Background: an optimization exercise with open tools, aiming at small area, a short achievable clock period and few clock cycles per item. Do not read the settings as production practice. In this exercise RTL edits were held to simulation tests only and were not proved equivalent to the original.

==> flow/run.sh <==
#!/bin/bash
# synth_recipe.tcl (not shown) runs the flow's synth.tcl, then flattens the netlist and writes it again
# the make line also repeats each setting of config.mk as NAME=value (left out here)
make -C /OpenROAD-flow-scripts/flow DESIGN_CONFIG=/design/flow/config.mk WORK_HOME=/design/flow/orfs CLKGATE_MAP_FILE= SYNTH_SCRIPT=/design/flow/synth_recipe.tcl finish
==> flow/config.mk <==
export PLATFORM = sky130hd
export DESIGN_NAME = pid_engine
export DESIGN_NICKNAME = pid_engine
export VERILOG_FILES = /design/flow/design.v
export SDC_FILE = /design/flow/constraint.sdc
export NUM_CORES = 4
export LEC_CHECK = 0
export CAP_MARGIN = 20
export CORE_MARGIN = 2
export CORE_UTILIZATION = 40
export SLEW_MARGIN = 20
==> flow/constraint.sdc <==
create_clock -name core_clock -period 25.0 [get_ports {clk}]
set_input_delay 5.0000 -clock core_clock [delete_from_list [all_inputs] [get_ports {clk}]]
set_output_delay 5.0000 -clock core_clock [all_outputs]
set_load 0.01 [all_outputs]
==> flow/design.v <==
module fp_add (
    input  wire [31:0] a,
    input  wire [31:0] b,
    output reg  [31:0] y
);
    localparam [31:0] QNAN = 32'h7FC00000;
    wire a_nan = (a[30:23] == 8'hFF) && (a[22:0] != 0);
    wire b_nan = (b[30:23] == 8'hFF) && (b[22:0] != 0);
    wire a_inf = (a[30:23] == 8'hFF) && (a[22:0] == 0);
    wire b_inf = (b[30:23] == 8'hFF) && (b[22:0] == 0);
    reg  [31:0] op_l, op_s;
    reg  [9:0]  e_l, e_s, d;
    reg  [26:0] m_l, m_s, m_sh;
    reg  [27:0] sum;
    reg  [26:0] m;
    reg  signed [10:0] e;
    reg  [4:0]  lz, sh;
    reg         g, r, s, up;
    reg  [24:0] mr;
    integer     i;
    always @* begin
        if (a[30:0] >= b[30:0]) begin
            op_l = a; op_s = b;
        end else begin
            op_l = b; op_s = a;
        end
        e_l   = (op_l[30:23]   == 0) ? 10'd1 : {2'b0, op_l[30:23]};
        e_s = (op_s[30:23] == 0) ? 10'd1 : {2'b0, op_s[30:23]};
        m_l   = {(op_l[30:23]   != 0), op_l[22:0],   3'b000};
        m_s = {(op_s[30:23] != 0), op_s[22:0], 3'b000};
        d = e_l - e_s;
        if (d >= 10'd27) begin
            m_sh = {26'b0, (m_s != 0)};
        end else begin
            m_sh = m_s >> d;
            if ((m_sh << d) != m_s)
                m_sh[0] = 1'b1;
        end
        if (op_l[31] == op_s[31])
            sum = {1'b0, m_l} + {1'b0, m_sh};
        else
            sum = {1'b0, m_l} - {1'b0, m_sh};
        e = {1'b0, e_l};
        if (sum[27]) begin
            m = {sum[27:2], sum[1] | sum[0]};
            e = e + 11'sd1;
        end else begin
            m = sum[26:0];
        end
        lz = 5'd27;
        for (i = 0; i <= 26; i = i + 1)
            if (m[i]) lz = 5'd26 - i[4:0];
        if (lz == 5'd27) begin
            sh = 5'd0;
        end else if ({6'b0, lz} > e - 11'sd1) begin
            sh = e[4:0] - 5'd1;
        end else begin
            sh = lz;
        end
        m = m << sh;
        e = e - {6'b0, sh};
        g  = m[2];
        r  = m[1];
        s  = m[0];
        up = g & (r | s | m[3]);
        mr = {1'b0, m[26:3]} + {24'b0, up};
        if (mr[24]) begin
            mr = mr >> 1;
            e  = e + 11'sd1;
        end
        if (a_nan || b_nan || (a_inf && b_inf && (a[31] != b[31])))
            y = QNAN;
        else if (a_inf)
            y = a;
        else if (b_inf)
            y = b;
        else if (mr == 0)
            y = {(a[31] & b[31]), 31'b0};
        else if (e >= 11'sd255)
            y = {op_l[31], 8'hFF, 23'b0};
        else
            y = {op_l[31], (mr[23] ? e[7:0] : 8'd0), mr[22:0]};
    end
endmodule
module fp_mul (
    input  wire [31:0] a,
    input  wire [31:0] b,
    output reg  [31:0] y
);
    localparam [31:0] QNAN = 32'h7FC00000;
    wire sign  = a[31] ^ b[31];
    wire a_nan = (a[30:23] == 8'hFF) && (a[22:0] != 0);
    wire b_nan = (b[30:23] == 8'hFF) && (b[22:0] != 0);
    wire a_inf = (a[30:23] == 8'hFF) && (a[22:0] == 0);
    wire b_inf = (b[30:23] == 8'hFF) && (b[22:0] == 0);
    wire a_zero = (a[30:0] == 0);
    wire b_zero = (b[30:0] == 0);
    reg  [23:0] ma, mb;
    reg  [47:0] p;
    reg  signed [11:0] e;
    reg  [5:0]  lz;
    reg  [11:0] rsh;
    reg  [47:0] q;
    reg         g, st, up;
    reg  [24:0] mr;
    integer     i;
    always @* begin
        ma = {(a[30:23] != 0), a[22:0]};
        mb = {(b[30:23] != 0), b[22:0]};
        p  = ma * mb;
        e = $signed({4'b0, (a[30:23] == 0) ? 8'd1 : a[30:23]})
          + $signed({4'b0, (b[30:23] == 0) ? 8'd1 : b[30:23]}) - 12'sd126;
        lz = 6'd48;
        for (i = 0; i <= 47; i = i + 1)
            if (p[i]) lz = 6'd47 - i[5:0];
        if (lz == 6'd48) lz = 6'd0;
        q = p << lz;
        e = e - $signed({6'b0, lz});
        if (e < 12'sd1) begin
            rsh = 12'd1 - e;
            if (rsh > 12'd48) rsh = 12'd48;
            st = ((q << (12'd48 - rsh)) != 0);
            q  = q >> rsh;
            q[0] = q[0] | st;
            e  = 12'sd1;
        end
        g  = q[23];
        st = (q[22:0] != 0);
        up = g & (st | q[24]);
        mr = {1'b0, q[47:24]} + {24'b0, up};
        if (mr[24]) begin
            mr = mr >> 1;
            e  = e + 12'sd1;
        end
        if (a_nan || b_nan || (a_inf && b_zero) || (b_inf && a_zero))
            y = QNAN;
        else if (a_inf || b_inf)
            y = {sign, 8'hFF, 23'b0};
        else if (mr == 0)
            y = {sign, 31'b0};
        else if (e >= 12'sd255)
            y = {sign, 8'hFF, 23'b0};
        else
            y = {sign, (mr[23] ? e[7:0] : 8'd0), mr[22:0]};
    end
endmodule
module pid_engine (
    input  wire        clk,
    input  wire        rst,           
    input  wire        in_valid,
    output wire        in_ready,
    input  wire        in_meas_ok,    
    input  wire [31:0] in_target,     
    input  wire [31:0] in_meas,       
    input  wire [31:0] in_kp,
    input  wire [31:0] in_ki,
    input  wire [31:0] in_kd,
    input  wire [31:0] in_iacc,       
    input  wire [31:0] in_prev,       
    output reg         out_valid,
    output reg  [31:0] out_iacc,      
    output reg  [31:0] out_prev,      
    output reg  [31:0] out_u,         
    output reg  [6:0]  out_duty       
);
    localparam [31:0] F_ZERO    = 32'h00000000;
    localparam [31:0] F_HALF    = 32'h3F000000;
    localparam [31:0] F_100     = 32'h42C80000;
    localparam [31:0] F_NEG_100 = 32'hC2C80000;
    localparam [3:0] S_IDLE = 4'd0,
                     S_ERR  = 4'd1,    
                     S_INT  = 4'd2,    
                     S_DER  = 4'd3,    
                     S_MP   = 4'd4,    
                     S_MI   = 4'd5,    
                     S_SUM1 = 4'd6,    
                     S_MD   = 4'd7,    
                     S_SUM2 = 4'd8;    
    reg [3:0]  state;
    reg [31:0] r_t, r_x, r_kp, r_ki, r_kd, r_iacc, r_prev;
    reg [31:0] r_e, r_d, r_p, r_q, r_s;
    assign in_ready = (state == S_IDLE);
    function automatic is_nan(input [31:0] f);
        is_nan = (f[30:23] == 8'hFF) && (f[22:0] != 0);
    endfunction
    function automatic f_lt(input [31:0] a, input [31:0] b);
        if (is_nan(a) || is_nan(b))
            f_lt = 1'b0;
        else if (a[30:0] == 0 && b[30:0] == 0)
            f_lt = 1'b0;
        else if (a[31] != b[31])
            f_lt = a[31];
        else if (a[31] == 1'b0)
            f_lt = (a[30:0] < b[30:0]);
        else
            f_lt = (a[30:0] > b[30:0]);
    endfunction
    function automatic [31:0] f_clamp(input [31:0] x, input [31:0] lo, input [31:0] hi);
        if (is_nan(x))
            f_clamp = lo;
        else if (f_lt(x, lo))
            f_clamp = lo;
        else if (f_lt(hi, x))
            f_clamp = hi;
        else
            f_clamp = x;
    endfunction
    function automatic [6:0] f_quant(input [31:0] y);
        reg [23:0] m;
        reg [4:0]  sh;
        reg [7:0]  sh8;
        reg [23:0] ip, low;
        reg        half, rest;
        begin
            m = {1'b1, y[22:0]};
            if (y[31] || y[30:23] < 8'd126) begin
                f_quant = 7'd0;
            end else begin
                sh8  = 8'd150 - y[30:23];           
                sh   = sh8[4:0];
                ip   = m >> sh;
                half = m[sh - 5'd1];
                low  = m << (5'd25 - sh);           
                rest = (low != 24'd0);
                f_quant = ip[6:0] + {6'b0, half & (rest | ip[0])};
            end
        end
    endfunction
    reg  [31:0] add_a, add_b, mul_a, mul_b;
    wire [31:0] add_y, mul_y;
    fp_add u_add (.a(add_a), .b(add_b), .y(add_y));
    fp_mul u_mul (.a(mul_a), .b(mul_b), .y(mul_y));
    always @* begin
        add_a = r_e;
        add_b = r_iacc;
        mul_a = r_kp;
        mul_b = r_e;
        case (state)
            S_ERR:  begin add_a = r_t;    add_b = {~r_x[31], r_x[30:0]};       end
            S_INT:  begin add_a = r_iacc; add_b = r_e;                         end
            S_DER:  begin add_a = r_e;    add_b = {~r_prev[31], r_prev[30:0]}; end
            S_SUM1: begin add_a = r_p;    add_b = r_q;                         end
            S_SUM2: begin add_a = r_s;    add_b = r_q;                         end
            default: ;
        endcase
        case (state)
            S_MI:   begin mul_a = r_ki; mul_b = r_iacc; end
            S_MD:   begin mul_a = r_kd; mul_b = r_d;    end
            default: ;
        endcase
    end
    wire        e_small = (r_e[30:0] < F_HALF[30:0]);    
    wire [31:0] u_clamp = f_clamp(add_y, F_ZERO, F_100);
    always @(posedge clk) begin
        if (rst) begin
            state     <= S_IDLE;
            out_valid <= 1'b0;
        end else begin
            out_valid <= 1'b0;
            case (state)
                S_IDLE: if (in_valid) begin
                    r_t    <= in_target;
                    r_x    <= in_meas;
                    r_kp   <= in_kp;
                    r_ki   <= in_ki;
                    r_kd   <= in_kd;
                    r_iacc <= in_iacc;
                    r_prev <= in_prev;
                    if (in_meas_ok) begin
                        state <= S_ERR;
                    end else begin
                        out_iacc  <= in_iacc;
                        out_prev  <= in_prev;
                        out_u     <= F_ZERO;
                        out_duty  <= 7'd0;
                        out_valid <= 1'b1;
                    end
                end
                S_ERR: begin
                    r_e   <= add_y;
                    state <= S_INT;
                end
                S_INT: begin
                    r_iacc <= e_small ? F_ZERO : f_clamp(add_y, F_NEG_100, F_100);
                    state  <= S_DER;
                end
                S_DER: begin
                    r_d   <= add_y;
                    state <= S_MP;
                end
                S_MP: begin
                    r_p   <= mul_y;
                    state <= S_MI;
                end
                S_MI: begin
                    r_q   <= mul_y;
                    state <= S_SUM1;
                end
                S_SUM1: begin
                    r_s   <= add_y;
                    state <= S_MD;
                end
                S_MD: begin
                    r_q   <= mul_y;
                    state <= S_SUM2;
                end
                S_SUM2: begin
                    out_iacc  <= r_iacc;
                    out_prev  <= r_e;
                    out_u     <= u_clamp;
                    out_duty  <= f_quant(u_clamp);
                    out_valid <= 1'b1;
                    state     <= S_IDLE;
                end
                default: state <= S_IDLE;
            endcase
        end
    end
endmodule
==> impl_metrics.env <==
export IMPL_status="no timing/DRC/antenna violations"
export IMPL_hold_viol=0
export IMPL_tns_ns=0
export IMPL_cp_end_kind="flop"
export IMPL_syn_area_sq_mm=0.06813
export IMPL_floorplan_initialDensity_pct=40.25
export IMPL_area_growth_pct=15.60
export IMPL_synthMuxAreaShare_pct=3.464
export IMPL_die_area_sq_mm=0.1736
export IMPL_ys_ff_latch=492
export IMPL_ios=333
export IMPL_clk_latency_ns=0.72
export IMPL_hpwl_um=288100
export IMPL_synth_top_area_cell="edfxtp_1"
export IMPL_critical_path_arrival_ns=24.06
export IMPL_cts_hold_buffers=0
export IMPL_cts_sinks=492
export IMPL_synth_compound_area_share_pct=23.84
export IMPL_worst_pin_slew_ns=1.268
export IMPL_drv_slew=0
export IMPL_core_sq_mm=0.1693
export IMPL_grt_max_degree=151
export IMPL_fmax_mhz=42.36
export IMPL_synth_xor_area_share_pct=2.244
export IMPL_syn_nets=9222
export IMPL_hp_class="flop to flop"
export IMPL_dieHeight_um=416.7
export IMPL_synth_area_top_cells="edfxtp_1 (21%), fa_1 (14%), ha_1 (5.7%), nor2_1 (5.6%), nand2_1 (4.7%)"
export IMPL_drive_gt1_share_pct=11.58
export IMPL_yosys_cell_count_top_type="nor2_1"
export IMPL_antenna_found_initial=21
export IMPL_yosysTopAreaCellShare_pct=21.46
export IMPL_nNetsFinal=9587
export IMPL_crit_fanout=34
export IMPL_critPathMaxStageDelay_ns=0.63
export IMPL_synth_ff_type="edfxtp_1"
export IMPL_synth_common_cells="nor2_1 (1015), nand2_1 (845), inv_1 (683), edfxtp_1 (487), fa_1 (487)"
export IMPL_async_flop_share_pct=0
export IMPL_fin_skew_ns=0.02074
export IMPL_post_route_period_util_pct=94.42
export IMPL_drt_initial_drc_count=10350
export IMPL_clk_pin_slew_ns=0.06
export IMPL_yosysWarnings=3
export IMPL_synth_fa_ha_area_share_pct=19.98
export IMPL_synth_edf_count=487
export IMPL_maxCapViolations=0
export IMPL_root_buffer="clkbuf_16"
export IMPL_path_class="flop to flop"
export IMPL_dpl_worst_slack_ns=0.9534
export IMPL_synth_top_family_by_area="compound AO/OA/AOI/OAI gates"
export IMPL_final_setup_worst_slack_ns=1.394
export IMPL_postSynthCellCount=8198
export IMPL_ys_seq_area_share_pct=21.61
export IMPL_die_w_um=416.7
export IMPL_drc_errors=0
export IMPL_drt_wl_total_um=365600
export IMPL_critPathSlowestCell="or4_1"
export IMPL_gp_congestion=1.070
export IMPL_port_buffers=332
export IMPL_synth_avg_cell_area_sq_um=8.311
export IMPL_fp_row_count=151
export IMPL_wl_per_cell_um=33.71
export IMPL_cts_buffers=59
export IMPL_grt_pass1_vias=69300
export IMPL_setup_viol=0
export IMPL_period_needed_ns=23.61
export IMPL_gr_total_overflow=0
export IMPL_grt_util_all_layers_pct=40.54
export IMPL_htreeDepth=2
export IMPL_required_ns=25.45
export IMPL_vias=72820
export IMPL_yosys_area_share_simple_pct=21.68
export IMPL_synth_cell_types=155
export IMPL_dr_pass1_iters=7
export IMPL_grt_pass1_wl_um=513400
export IMPL_ant_nets=0
export IMPL_cts_buffer_depth=3
export IMPL_critPathLaunchType="flop"
export IMPL_relSlewSlack_pct=14.79
export IMPL_design_area_sq_mm=0.07876
export IMPL_cts_tree="done"
export IMPL_vias_per_cell=6.714
export IMPL_postPlaceCellArea_sq_mm=0.07619
[final cells by class]
type	count	area, sq um
Tap cell	2218	2775
Clock buffer	71	1521
Timing Repair Buffer	808	7126
Multi-Input combinational cell	6505	49480
Sequential cell	492	14740
Antenna cell	18	45.04
Fill cell	16650	90530
Clock inverter	37	446.7
Inverter	697	2620
[timing repair]
action | 4_1_cts | 5_1_grt
resized for setup | 0 | 67
setup endpoints to repair | 0 | 7
setup buffers | 0 | 7
[cell families after synthesis]
logic type,after synthesis
simple gates,3077
compound gates,2249
buf+inv,1204
fa+ha+maj,796
flops,492
mux,211
xor+xnor,169
[critical path: cells and delay by family (launching register included)]
family,cells,cell delay (ns)
flops,1,0.48
simple gates,39,8.52
compound gates,29,7.24
buf+inv,11,2.02
mux,6,1.50
xor+xnor,6,1.22
fa+ha+maj,9,2.28
[stage by stage]
step	cells	utilization (%)	hold slack, ns
after floorplan	8198	-	0.5439
after global placement	10700	44.99	0.6625
after detailed placement	10710	45.01	0.6601
after CTS	10810	46.17	0.6721
after global routing	10830	46.50	0.7112
final	10850	46.52	0.6773
[placed cells by master, fill, tap and decap left out, drive strengths merged, types with 80 or more instances in the layout]
cell           instances
a211oi               147
a21o                  80
a21oi                420
a221oi               101
a31oi                112
and3                  85
buf                  474
clkdlybuf4s50        332
edfxtp               487
fa                   487
ha                   309
inv                  697
mux2i                130
nand2                847
nand2b               101
nand3                201
nand4                102
nor2                1030
nor3                 232
nor4                  96
o211ai                83
o21ai                402
o22ai                 81
xnor2                117
[worst paths after layout]
check	startpoint	end	slack (ns)	cells past startpoint
worst max-delay path	state[0]	out_duty[4]	1.39	100
worst min-delay path	r_e[11]	out_prev[11]	0.68	2
worst max register to register	state[0]	out_duty[4]	1.39	100
worst min register to register	r_e[11]	out_prev[11]	0.68	2
[per-layer routing]
metal	vias up	track usage, %	wire [um]
met1	36320	56.39	150300
met3	913	9.594	41100
met2	4876	58.60	151800
met5	-	0	125
met4	20	20.26	22210
li1	30700	-	-
Testbench counts, summed over its fixed seeds: cycles 42,176, items 4,800.

==> separate check: timing with driven ports <==
The results above use ideal ports. As a check the final layout listed here was re-extracted and re-timed, cells and wires unchanged.
Step 1: set_driving_cell puts a clkbuf_16 on clk and a buf_2 on each other input, an assumption about the parent block.
Step 2 times the ports against the registers' clock, not the clock port: input delays grow and output delays shrink by t, the midpoint of the rising clock arrivals with the driver on.
Three values: ideal ports, drivers, drivers and shift; two values: the first two.
t (ns): 0.802
setup WS [ns]: 1.394 / 1.394 / 1.394
cell pins on the clock port's net: 1
After both steps this run still meets setup and hold. For this run, drivers alone change the setup slack by 0.000 ns; drivers and shift together by 0.000 ns.
